This is an optimization exercise on Yosys and OpenROAD, whose aim is a short achievable clock period, not a production implementation.
Function was not checked in any run shown here: the RTL went through the layout flow alone.
Power figures rest on the tool's default switching activity, not on a simulated workload.

### config.mk
export PLATFORM = sky130hd
export DESIGN_NAME = srvmux
export DESIGN_NICKNAME = srvmux
export VERILOG_FILES = /design/flow/design.v
export SDC_FILE = /design/flow/constraint.sdc
export NUM_CORES = 4
export LEC_CHECK = 0
export ABC_CLOCK_PERIOD_IN_PS = 2500
export CAP_MARGIN = 20
export CELL_PAD_IN_SITES_DETAIL_PLACEMENT = 1
export CELL_PAD_IN_SITES_GLOBAL_PLACEMENT = 2
export CORE_MARGIN = 2
export CORE_UTILIZATION = 35
export PLACE_DENSITY = 0.5
export SETUP_SLACK_MARGIN = 5
export SLEW_MARGIN = 20
### constraint.sdc
create_clock -name core_clock -period 10.0 [get_ports {clk}]
set_input_delay 2.0000 -clock core_clock [delete_from_list [all_inputs] [get_ports {clk}]]
set_output_delay 2.0000 -clock core_clock [all_outputs]
set_load 0.01 [all_outputs]
### design.v
module srvmux (
    input  wire        clk,
    input  wire        rst,           
    input  wire        tick,
    input  wire        cmd_valid,
    input  wire [47:0] cmd,
    output reg         resp_valid,
    output wire [39:0] resp,
    output wire        servo_out,
    output wire [3:0]  addr,
    output wire        step_out,
    output reg         ev_step_fire,
    output reg         ev_step_wrap,
    output reg         ev_div,
    output reg         ev_mux,
    output reg         ev_wdt
);
    reg [191:0] pw;           
    reg [3:0]   idx;
    reg [11:0]  pulse;        
    reg [11:0]  scnt;
    reg         servo;        
    reg [15:0]  tcnt;
    reg [15:0]  ocr_s;
    reg [31:0]  rem;
    reg         step_en;
    reg         deferred;
    reg         in_step;
    reg [15:0]  ocr_d;
    reg         div_en;
    reg [3:0]   cnt_ms;
    reg [4:0]   cnt_10ms;
    reg [1:0]   cnt_250ms;
    reg         f10ms;
    reg         f250ms;
    reg         f1s;
    reg [1:0]   rsp_status;
    reg [31:0]  rsp_data;
    assign resp      = {6'd0, rsp_status, rsp_data};
    assign servo_out = servo;
    assign addr      = idx;
    assign step_out  = in_step;
    wire [15:0] tp1    = tcnt + 16'd1;
    wire        rem_z  = (rem == 32'd0);
    wire        rem_lt = (rem[31:16] == 16'd0);            
    wire [15:0] base   = rem_z ? tcnt : ocr_s;
    wire [15:0] basem  = base - 16'd10000;
    wire [15:0] xa     = tp1 - base;                       
    wire        m0     = (tp1 == ocr_s);
    wire        mb     = (tp1 == basem);
    wire        mc     = (tp1 == base);
    wire        dm     = (tp1 == ocr_d);
    wire        w1     = (rem[31:17] == 15'd0);             
    wire        w2     = (rem < 32'd141072);                
    wire [15:0] wr_ocr = w1 ? (ocr_s + rem[15:0]) : w2 ? (ocr_s - 16'd10000) : ocr_s;
    wire [31:0] wr_rem = (w2 & ~w1) ? (rem - 32'd55536) : (rem - 32'd65536);
    wire [11:0] s1p    = scnt + 12'd1;
    wire        s1     = (s1p != pulse);
    wire [3:0]  idxp1  = idx + 4'd1;
    reg  [11:0] pwn;
    integer k;
    always @(*) begin
        pwn = 12'd0;
        for (k = 0; k < 16; k = k + 1)
            if (idxp1 == k) pwn = pw[12*k +: 12];
    end
    wire [11:0] period = pulse + 12'd1;
    wire [15:0] ocr_d_p = ocr_d + 16'd1000;
    reg [31:0] rv [0:31];
    integer j;
    always @(*) begin
        for (j = 0; j < 16; j = j + 1) rv[j] = {20'd0, pw[12*j +: 12]};
        rv[16] = {28'd0, idx};
        rv[17] = {20'd0, period};
        rv[18] = {20'd0, pulse};
        rv[19] = {20'd0, scnt};
        rv[20] = {16'd0, tcnt};
        rv[21] = {16'd0, ocr_s};
        rv[22] = rem;
        rv[23] = {29'd0, in_step, deferred, step_en};
        rv[24] = {16'd0, ocr_d};
        rv[25] = {31'd0, div_en};
        rv[26] = {28'd0, cnt_ms};
        rv[27] = {27'd0, cnt_10ms};
        rv[28] = {30'd0, cnt_250ms};
        rv[29] = {29'd0, f1s, f250ms, f10ms};
        rv[30] = {24'd0, idx, 2'b00, in_step, servo};
        rv[31] = 32'd0;
    end
    wire [7:0]  op  = cmd[47:40];
    wire [7:0]  sel = cmd[39:32];
    wire [31:0] imm = cmd[31:0];
    wire imm_z   = (imm == 32'd0);
    wire sel_z   = (sel == 8'd0);
    wire op1 = (op == 8'd1);
    wire op2 = (op == 8'd2);
    wire op3 = (op == 8'd3);
    wire op4 = (op == 8'd4);
    wire op5 = (op == 8'd5);
    wire op6 = (op == 8'd6);
    wire op7 = (op == 8'd7);
    wire opbad = ~(op1 | op2 | op3 | op4 | op5 | op6 | op7);
    wire sel_lt16 = (sel[7:4] == 4'd0);
    wire sel_le1e = (sel[7:5] == 3'd0) & ~(&sel[4:0]);
    wire sel_le2  = (sel[7:2] == 6'd0) & ~(&sel[1:0]);
    wire inrange  = (imm[31:12] == 20'd0) & (imm[11:0] >= 12'd600) & (imm[11:0] < 12'd2400);
    wire illegal = opbad | ((op2 | op5 | op6) & ~imm_z) | (op3 & ~sel_z) |
                   ((op4 | op7) & ~(sel_z & imm_z));
    wire range   = (op1 & ~(sel_lt16 & inrange)) | (op2 & ~sel_lt16) |
                   (op5 & ~sel_le2) | (op6 & ~sel_le1e);
    wire stateer = op7 & ~in_step;
    wire [1:0] status = illegal ? 2'd1 : range ? 2'd2 : stateer ? 2'd3 : 2'd0;
    wire rd_ok  = ~illegal & ~range & (op2 | op6);
    wire tst_ok = ~illegal & ~range & op5;
    wire [31:0] rdv = rv[sel[4:0]];
    wire        flv = (sel[1:0] == 2'd0) ? f10ms : (sel[1:0] == 2'd1) ? f250ms : f1s;
    wire [31:0] data = rd_ok ? rdv : tst_ok ? {31'd0, flv} : 32'd0;
    wire c_setpw = cmd_valid & op1 & sel_lt16 & inrange;
    wire c_arm   = cmd_valid & op3 & sel_z;
    wire c_stop  = cmd_valid & op4 & sel_z & imm_z;
    wire c_tst   = cmd_valid & tst_ok;
    wire c_sdone = cmd_valid & op7 & sel_z & imm_z & in_step;
    wire        lt17  = (imm[31:5] == 27'd0) & (imm[4:0] < 5'd17);
    wire [15:0] d16   = lt17 ? 16'd17 : imm[15:0];
    wire        caseA = (imm[31:16] == 16'd0);
    wire        caseB = ~caseA & (imm < 32'd75536);
    wire        ca1   = (imm < 32'd131072);
    wire        ca2   = (imm < 32'd141072);
    wire [15:0] ocr_a = base + d16;
    wire [31:0] rem_a = {imm[31:16], d16};
    wire [31:0] imm_p10k  = imm + 32'd10000;
    wire [31:0] imm_m55k  = imm - 32'd55536;
    wire [31:0] imm_m64k  = imm - 32'd65536;
    reg [15:0] n_ocr_s;
    reg [31:0] n_rem;
    reg        n_step_en, n_deferred, n_in_step;
    reg        e_fire, e_wrap;
    reg        en, mt;
    always @(*) begin
        n_ocr_s    = ocr_s;
        n_rem      = rem;
        n_step_en  = step_en;
        n_deferred = deferred;
        n_in_step  = in_step;
        e_fire     = 1'b0;
        e_wrap     = 1'b0;
        en         = 1'b0;
        mt         = 1'b0;
        if (c_arm) begin
            n_step_en = 1'b0;
            if (imm_z) begin
                n_rem      = 32'd0;
                n_deferred = 1'b0;
            end else begin
                n_deferred = 1'b1;
                if (caseA) begin
                    n_ocr_s = ocr_a;
                    n_rem   = rem_a;
                    if (tick && !in_step && d16 == xa) begin
                        n_deferred = 1'b0;
                        n_in_step  = 1'b1;
                        e_fire     = 1'b1;
                    end else if (tick && !in_step) begin
                        n_deferred = 1'b0;
                        n_step_en  = 1'b1;
                    end
                end else if (caseB) begin
                    if (tick && !in_step) begin
                        n_deferred = 1'b0;
                        n_step_en  = 1'b1;
                    end
                    if (tick && !in_step && mb) begin
                        n_ocr_s = ocr_a;
                        n_rem   = imm_m55k;
                        e_wrap  = 1'b1;
                    end else begin
                        n_ocr_s = basem;
                        n_rem   = imm_p10k;
                    end
                end else begin
                    if (tick && !in_step) begin
                        n_deferred = 1'b0;
                        n_step_en  = 1'b1;
                    end
                    if (tick && !in_step && mc) begin
                        e_wrap = 1'b1;
                        if (ca1) begin
                            n_ocr_s = ocr_a;
                            n_rem   = imm_m64k;
                        end else if (ca2) begin
                            n_ocr_s = basem;
                            n_rem   = imm_m55k;
                        end else begin
                            n_ocr_s = base;
                            n_rem   = imm_m64k;
                        end
                    end else begin
                        n_ocr_s = base;
                        n_rem   = imm;
                    end
                end
            end
        end else begin
            if (c_stop) begin
                en = 1'b0;
                n_step_en  = 1'b0;
                n_deferred = 1'b0;
            end else if (c_sdone) begin
                en = step_en | deferred;
                n_in_step  = 1'b0;
                n_step_en  = step_en | deferred;
                n_deferred = 1'b0;
            end else begin
                en = step_en | (deferred & ~in_step);
                if (tick && deferred && !in_step) begin
                    n_step_en  = 1'b1;
                    n_deferred = 1'b0;
                end
            end
            mt = tick & en & m0;
            if (mt) begin
                if (rem_lt) begin
                    n_in_step  = 1'b1;
                    n_step_en  = 1'b0;
                    n_deferred = 1'b0;
                    e_fire     = 1'b1;
                end else begin
                    n_ocr_s = wr_ocr;
                    n_rem   = wr_rem;
                    e_wrap  = 1'b1;
                end
            end
        end
    end
    wire div_en1 = c_arm ? 1'b1 : c_stop ? 1'b0 : div_en;
    wire e_div   = tick & div_en1 & dm;
    wire cm9     = (cnt_ms == 4'd9);
    wire c10_24  = (cnt_10ms == 5'd24);
    wire c250_3  = (cnt_250ms == 2'd3);
    wire clr10   = c_tst & (sel[1:0] == 2'd0);
    wire clr250  = c_tst & (sel[1:0] == 2'd1);
    wire clr1s   = c_tst & (sel[1:0] == 2'd2);
    wire e_mux   = tick & ~servo;
    wire hit     = c_setpw & (sel[3:0] == idxp1);
    integer i;
    always @(posedge clk) begin
        rsp_status <= status;
        rsp_data   <= data;
        if (rst) begin
            pw           <= {16{12'd1500}};
            idx          <= 4'd0;
            pulse        <= 12'd1500;
            scnt         <= 12'd0;
            servo        <= 1'b1;
            tcnt         <= 16'd0;
            ocr_s        <= 16'd0;
            rem          <= 32'd0;
            step_en      <= 1'b0;
            deferred     <= 1'b0;
            in_step      <= 1'b0;
            ocr_d        <= 16'd1000;
            div_en       <= 1'b1;
            cnt_ms       <= 4'd0;
            cnt_10ms     <= 5'd0;
            cnt_250ms    <= 2'd0;
            f10ms        <= 1'b0;
            f250ms       <= 1'b0;
            f1s          <= 1'b0;
            resp_valid   <= 1'b0;
            ev_step_fire <= 1'b0;
            ev_step_wrap <= 1'b0;
            ev_div       <= 1'b0;
            ev_mux       <= 1'b0;
            ev_wdt       <= 1'b0;
        end else begin
            for (i = 0; i < 16; i = i + 1)
                if (c_setpw && sel[3:0] == i)
                    pw[12*i +: 12] <= imm[11:0];
            if (tick) begin
                tcnt <= tp1;
                if (servo) begin
                    scnt  <= s1p;
                    servo <= s1;
                end else begin
                    scnt  <= 12'd0;
                    servo <= 1'b1;
                    idx   <= idxp1;
                    pulse <= hit ? imm[11:0] : pwn;
                end
            end
            ocr_s    <= n_ocr_s;
            rem      <= n_rem;
            step_en  <= n_step_en;
            deferred <= n_deferred;
            in_step  <= n_in_step;
            div_en   <= div_en1;
            if (e_div) begin
                ocr_d <= ocr_d_p;
                cnt_ms <= cm9 ? 4'd0 : cnt_ms + 4'd1;
                if (cm9) begin
                    cnt_10ms <= c10_24 ? 5'd0 : cnt_10ms + 5'd1;
                    if (c10_24)
                        cnt_250ms <= cnt_250ms + 2'd1;
                end
            end
            f10ms  <= (e_div & cm9) | (f10ms & ~clr10);
            f250ms <= (e_div & cm9 & c10_24) | (f250ms & ~clr250);
            f1s    <= (e_div & cm9 & c10_24 & c250_3) | (f1s & ~clr1s);
            resp_valid   <= cmd_valid;
            ev_step_fire <= e_fire;
            ev_step_wrap <= e_wrap;
            ev_div       <= e_div;
            ev_mux       <= e_mux;
            ev_wdt       <= e_mux | e_div;
        end
    end
endmodule
### run.sh
#!/bin/bash
# synth_recipe.tcl (not shown) runs the flow's synth.tcl, then flattens the netlist and writes it again
# the make line also repeats each setting of config.mk as NAME=value (left out here)
make -C /OpenROAD-flow-scripts/flow DESIGN_CONFIG=/design/flow/config.mk WORK_HOME=/design/flow/orfs CLKGATE_MAP_FILE= SYNTH_SCRIPT=/design/flow/synth_recipe.tcl finish
==> results of run 1 <==
cells by family (layout without fill, tap and decap cells):
family,Yosys count,after routing
other,1,11
buffers and inverters,331,464
XOR/XNOR,212,212
AO/OA/AOI/OAI,969,969
AND/OR/NAND/NOR,1476,1477
multiplexers,49,49
flip-flops,356,356
adder cells (fa/ha/maj),64,64
layout make-up:
| class | instances | share of cell area (%) |
|---|---|---|
| sequential | 356 | 22.5 |
| inverter | 65 | 0.804 |
| timing repair buffer | 319 | 9.80 |
| multi-input combinational | 2777 | 58.2 |
| clock inverter | 10 | 0.532 |
| tap | 959 | 3.78 |
| antenna | 5 | 0.0394 |
| clock buffer | 70 | 4.29 |
sequential cells by signal, indices dropped and copies added, names as in the netlist, 2 cells and up:
name        cells
rsp_data       32
pw            192
pulse          12
ocr_d          13
scnt           12
ocr_s          16
cnt_ms          4
idx             4
rsp_status      2
cnt_10ms        5
cnt_250ms       2
rem            32
tcnt           16
power breakdown:
part           switching (W)  internal, W
combinational       0.000287     0.000143
clock               0.000699      0.00103
sequential        0.00000761      0.00142
total               0.000994      0.00260
worst max-delay path: cells and delay by family:
| family | cells | cell delay (ns) |
|---|---|---|
| buffers and inverters | 4 | 0.55 |
| AND/OR/NAND/NOR | 4 | 1.08 |
| adder cells (fa/ha/maj) | 1 | 0.23 |
| XOR/XNOR | 1 | 0.11 |
| AO/OA/AOI/OAI | 8 | 1.91 |
stage by stage:
| stage | power [W] | hold slack, ns | util, % | setup WS [ns] | area (sq um) |
|---|---|---|---|---|---|
| 2_1_floorplan | 0.00164 | 0.441 | - | 4.67 | 25900 |
| 3_3_place_gp | 0.00179 | 0.469 | 37.8 | 2.46 | 27500 |
| 3_5_place_dp | 0.00179 | 0.474 | 37.8 | 2.19 | 27500 |
| 4_1_cts | 0.00356 | 0.482 | 42.3 | 4.73 | 30800 |
| 5_1_grt | 0.00368 | 0.506 | 43.6 | 4.54 | 31700 |
| 6_report | 0.00359 | 0.487 | 43.6 | 4.58 | 31700 |
layer usage:
metal  part of all wire (%)  vias up  wire length, microns
met1                     43    15527                 67500
met4                    4.3        4                  6700
met2                     41     1871                 64000
met3                     12      336                 19200
li1                       -    12876                     -
met5                   0.13        -                   197
timing repair:
item                       CTS  global route
gates cloned                 8             5
hold buffers                 0             0
buffers inserted            71            59
pin swaps                   59            71
setup endpoints to repair  320           267
hold endpoints to repair     0             0
gates resized for setup    328           129
synth_stat cells (28+ instances only):
cell type,n,share of area [%]
nand4_1,52,1.3
xor2_1,71,2.4
and3_1,34,0.83
xnor2_1,134,4.6
nor4_1,31,0.76
a22o_1,29,0.99
a22oi_1,87,2.5
nor2_1,317,4.6
a211o_1,53,1.8
a211oi_1,36,1.1
nor2b_1,33,0.80
inv_1,63,0.92
o21ai_0,128,2.5
and2_1,50,1.2
nor3_1,115,2.2
a221oi_1,73,2.5
ha_1,62,3.0
dfxtp_1,356,28
nand3b_1,39,1.1
nand2b_1,28,0.68
mux2i_1,31,1.2
nand2_1,525,7.7
or3_1,29,0.71
o211ai_1,59,1.7
nand3_1,120,2.3
clkbuf_1,217,3.2
a21oi_1,253,4.9
a31oi_1,44,1.1
how the worst max path moves through the flow:
stage                     slack, ns  cells after the start   endpoint
after floorplan                4.67                     20  ocr_s[11]
after global placement         2.46                     16    rem[27]
after detailed placement       2.19                     16    rem[27]
after CTS                      4.73                     18  ocr_s[14]
after global routing           4.54                     18  ocr_s[10]
final                          4.58                     18  ocr_s[14]
==> flow_metrics.tcl, run 1 <==
set metrics [dict create \
    final_common_cell "nand2_1" \
    top_usage_layer "met2" \
    slowest_delay_ns 0.57 \
    r2r_start "idx[1]" \
    path_cells "buf_2, or4_4, nor4_4, buf_4, nand3_4, buf_6, nand2_4, xnor2_2, ha_2, inv_2, a221o_1, o211ai_1, a41oi_2, a2111oi_4, o21ai_2, a21oi_1, a31oi_1, a31o_2" \
    critPathRequiredTime_ns 10.49 \
    die_w_microns 275 \
    grt_overflow 0 \
    synthFlopType "dfxtp_1" \
    skew_ns 0.0181 \
    routed_wirelength_microns 157000 \
    cts_root_buffer "clkbuf_16" \
    synthSimpleGateAreaFrac_pct 28.3 \
    worstHoldStart "pw[36]" \
    drt_iter0_markers 4170 \
    r2r_cells 9 \
    hpwlAfterDp_microns 112000 \
    slew_headroom_pct 9.90 \
    synthXorXnorAreaFrac_pct 7.60 \
    cp-startpoint "cmd[22]" \
    viasPerCell 6.71 \
    finalSetupViolCount 0 \
    n_fill_cell 8768 \
    finalCriticalPeriod_ns 5.42 \
    cts_buffer_depth 3 \
    synthMuxAreaShare_pct 2.05 \
    met1_usage_pct 57.3 \
    place_inst 4331 \
    stdcell_count 4561 \
    status "timing/DRC/antenna clean" \
    use_met2_pct 57.8 \
    grt_max_degree 101 \
    r2r-end "pulse[0]" \
    syn_inst 3458 \
    maxCapViolations 0 \
    die-area_sq_mm 0.0756 \
    p_leak_nw 11.9 \
    hp-class "register to register" \
    multi_input_area_sq_mm 0.0185 \
    power_density_mw_per_mm2 113 \
    drtPass1Iterations 6 \
    grt_pass1_vias 28625 \
    hold_viol 0 \
    crit_arrival_ns 5.91 \
    drive_gt1_share_pct 16.4 \
    grt_pass1_wl_microns 219000 \
    worst_slew_pin_slew_ns 1.34 \
    antenna_found_initial 4 \
    drc 0 \
    clk_latency_ns 0.60 \
    met3_usage_pct 11.1 \
    synth_edf_count 0 \
    ys_ff_latch 356 \
    ir_worst_vdd_mv 0.118 \
    synth_top_family_by_area "simple AND/OR/NAND/NOR gates" \
    ios 104 \
    rsz0062_at_grt "true" \
    syn_area_sq_mm 0.0257 \
    cts.sinks 356 \
    fin_tns_setup_ns 0 \
    via_count 30614 \
    fin_nets 3678 \
    synthAdderAreaFrac_pct 3.14 \
    mostFrequentLayoutCells "499 x nand2_1, 348 x dfxtp_1, 290 x nor2_1" \
    slew_viol_final 0 \
    cts.htree.levels 2 \
    initial_core_util_pct 35.3 \
    finalCritPeriodShare_pct 54.2 \
    cpMaxStageDelayCell "or4_4" \
    ant_nets 0 \
    cts_tree "built" \
    port-buffer-count 97 \
    worst-r2r-setup-slack_ns 4.98 \
    synth_warnings 2 \
    avgSynthCellArea_sq_um 7.43 \
    cts.clk_slew.worst_paths_ns 0.06 \
    end_kind "register" \
    die_h_microns 275 \
    gp_congestion 1.00 \
    max_freq_mhz 185 \
    worst-path-max-fanout 8 \
    synthToLayoutAreaGrowth_pct 23.6 \
    start_kind "input pin" \
    seq_area_sq_mm 0.00714 \
    wire_per_inst_microns 34.5 \
    cts_buffers 44 \
    core_sq_mm 0.0728 \
    crit_type "input pin to register" \
    worstHoldPathCells 2 \
    rows 99 \
    yosysUniqueCellTypes 110 \
    grtUsageTotal_pct 40.2 \
    async_flop_share_pct 0 \
    holdPathEnd "pw[36]" \
    synth_compound_area_share_pct 25.9 \
    synth_seq_area_share_pct 27.8 \
]
==> run 2: changes to the inputs <==
==> flow/run.sh (new file) <==
#!/bin/bash
# Standard ORFS layout, with timing repair aimed at a tighter target than the
# clock period: repair_timing keeps working until setup slack reaches the margin.
set -euo pipefail
bash standard.sh SETUP_SLACK_MARGIN=7.2 finish > standard_flow.log 2>&1
==> standard.sh (new file) <==
#!/bin/bash
# synth_recipe.tcl (not shown) runs the flow's synth.tcl, then flattens the netlist and writes it again
# the make line also repeats each setting of config.mk as NAME=value (left out here)
make -C /OpenROAD-flow-scripts/flow DESIGN_CONFIG=/design/flow/config.mk WORK_HOME=/design/flow/orfs CLKGATE_MAP_FILE= SYNTH_SCRIPT=/design/flow/synth_recipe.tcl "${@:-finish}"
--- a/config.mk
+++ b/config.mk
@@ -14,3 +14,2 @@
 export PLACE_DENSITY = 0.5
-export SETUP_SLACK_MARGIN = 5
 export SLEW_MARGIN = 20
removed: run.sh
==> flow_metrics.tcl, run 2 <==
set metrics [dict create \
    power_density_mw_per_mm2 100 \
    grt_pass1_wl_microns 228000 \
    drive_gt1_share_pct 33.6 \
    ir_worst_vdd_mv 0.124 \
    synth_edf_count 0 \
    setup_slack_ns 4.69 \
    use_met2_pct 58.7 \
    grt_max_degree 68 \
    finalCritPeriodShare_pct 53.1 \
    ys_top_cells_by_count "525 x nand2_1, 356 x dfxtp_1, 317 x nor2_1" \
    cts_tree "built" \
    so.violations "max-capacitance violations, max-slew violations" \
    place_inst 4347 \
    top_usage_layer "met2" \
    status "failed layout checks" \
    drtPass1Iterations 6 \
    syn_area_sq_mm 0.0257 \
    die-area_sq_mm 0.0756 \
    max_freq_mhz 188 \
    cts_hold_buffers 0 \
    clk_latency_ns 0.62 \
    start_kind "input pin" \
    fin_tns_setup_ns 0 \
    syn_inst 3458 \
    hold_viol 0 \
    critPathRequiredTime_ns 10.49 \
    p_leak_nw 14.2 \
    yosysUniqueCellTypes 110 \
    yosysTopAreaCell "dfxtp_1" \
    synthToLayoutAreaGrowth_pct 44.3 \
    routed_wirelength_microns 169000 \
    port-buffer-count 97 \
    drc 0 \
    synth_area_leaders "dfxtp_1 28%, nand2_1 7.7%, a21oi_1 4.9%, nor2_1 4.6%, xnor2_1 4.6%" \
    met3_usage_pct 12.9 \
    biggestRegsByFlops "pw (192), rem (32), rsp_data (32)" \
    via_count 32272 \
    cts.htree.levels 2 \
    rsz0062_at_grt "true" \
    cts_buffer_depth 3 \
    gp_congestion 1.00 \
    maxCapViolations 1 \
    antenna_found_initial 5 \
    synth_warnings 2 \
    wire_per_inst_microns 35.4 \
    slew_headroom_pct -12.0 \
    die_h_microns 275 \
    grt_pass1_vias 30591 \
    avgSynthCellArea_sq_um 7.43 \
    cts_root_buffer "clkbuf_16" \
    end_kind "register" \
    finalCriticalPeriod_ns 5.31 \
    hpwlAfterDp_microns 111000 \
    final_common_cell "nand2_1" \
    core_sq_mm 0.0728 \
    hp-class "register to register" \
    drt_iter0_markers 4149 \
    worst_slew_pin_slew_ns 1.68 \
    grtUsageTotal_pct 41.7 \
    grt_overflow 0 \
    synth_most_common_cell "nand2_1" \
    stdcell_count 4771 \
    cts.clk_slew.worst_paths_ns 0.07 \
    finalSetupViolCount 0 \
    met1_usage_pct 57.1 \
    viasPerCell 6.76 \
    regMostFlops "pw" \
    ios 104 \
    cts_buffers 44 \
    dp_worst_setup_slack_ns 2.16 \
    ys_ff_latch 356 \
    mostFrequentLayoutCells "325 x nand2_1, 322 x dfxtp_1, 253 x nor2_1" \
    worst-path-max-fanout 14 \
    synth_seq_area_share_pct 27.8 \
    synthFlopType "dfxtp_1" \
    initial_core_util_pct 35.3 \
    largest_reg_flops 192 \
    final_core_util_pct 50.9 \
    rows 99 \
    synth_top_area_share_pct 27.8 \
    fin_nets 3892 \
    crit_arrival_ns 5.81 \
    die_w_microns 275 \
    slew_viol_final 5 \
    cts.sinks 356 \
    ant_nets 0 \
    skew_ns 0.0286 \
    crit_type "input pin to register" \
    async_flop_share_pct 0 \
]
==> run 2: cell counts after synthesis <==
Identical to the previous run, type by type.
==> run 2: cells by family after synthesis <==
group / share of synthesized area, %
and+or+nand+nor: 28.3
AOI/OAI and AO/OA: 25.9
DFF: 27.8
buffers and inverters: 5.26
xor gates and xnor gates: 7.61
adders and majority gates: 3.14
muxes: 2.05
other: 0.0146
==> run 2: final cells by class <==
cell class              count  area (sq um)
fillers                  8404         35800
multi-input cells        2790         20900
flip-flops and latches    356          7190
repair buffers            520          5890
clock buffers              61          1260
well taps                 959          1200
clock inverters            19           325
inverters                  65           259
diodes                      1          2.50
==> run 2: where the power goes <==
group	leakage, nW	switching [W]	internal, W	total [W]
clock	0.788	0.000735	0.00109	0.00183
sequential	2.89	0.00000509	0.00142	0.00142
combinational	10.6	0.000312	0.000152	0.000464
==> run 2: layer usage <==
layer,wire length [microns],vias up
li1,-,13322
met1,69000,16312
met2,68100,2120
met3,21600,514
met4,10200,4
met5,21,-
==> run 2: what timing repair did <==
item | in CTS | in global routing
gates resized for setup | 974 | 518
endpoints found under the setup margin | 391 | 378
cloned | 26 | 9
buffers inserted | 229 | 79
pin swaps | 227 | 268
==> run 2: critical path, stage by stage <==
cell	delay, ns
buf_2	0.20
buf_12	0.22
or4_4	0.46
a211oi_4	0.24
nand3_4	0.17
buf_6	0.20
nand2_4	0.07
xnor2_2	0.11
ha_2	0.24
inv_2	0.05
a221o_1	0.34
o211ai_1	0.19
a41oi_2	0.24
a2111oi_4	0.44
o21ai_2	0.14
a21oi_2	0.14
a31oi_1	0.07
a31o_2	0.27
==> run 2: final timing paths <==
kind	from	end	slack, ns	cells past startpoint
worst max register to register	tcnt[11]	ev_step_fire	4.83	16
worst min register to register	pw[130]	pw[130]	0.49	2
worst min-delay path	pw[130]	pw[130]	0.49	2
worst max-delay path	cmd[11]	ocr_s[14]	4.69	18
==> run 2: metrics by stage <==
stage          hold WS (ns)  total power (W)  instance area [sq um]
2_1_floorplan         0.441          0.00165                  26200
3_3_place_gp          0.457          0.00179                  27900
3_5_place_dp          0.465          0.00179                  27900
4_1_cts               0.477          0.00367                  34300
5_1_grt               0.504          0.00378                  37100
6_report              0.489          0.00372                  37100

what the ideal ports hide:
The flow's constraints put no driver on any port. The routed layouts listed below were extracted and timed again, unchanged, in two steps.
Step 1 assumes that a clkbuf_16 drives the clock port and a buf_2 every other input.
Step 2 moves the port delays by t, midway between the first and last clock arrival at a register: inputs arrive t later, outputs are due t later. That takes back most of the time a late clock gives input paths.
Slacks: ideal / step 1 / step 2; pairs: ideal / step 1.
run | t, ns | setup WS [ns] | clock arrival spread, ns
run 1 | 0.656 | 4.584 / 4.618 / 3.962 | 0.020 / 0.020
run 2 | 0.670 | 4.685 / 4.727 / 4.057 | 0.033 / 0.034
For run 2, which loses most, drivers alone change the setup slack by +0.042 ns; drivers and shift together by -0.628 ns.
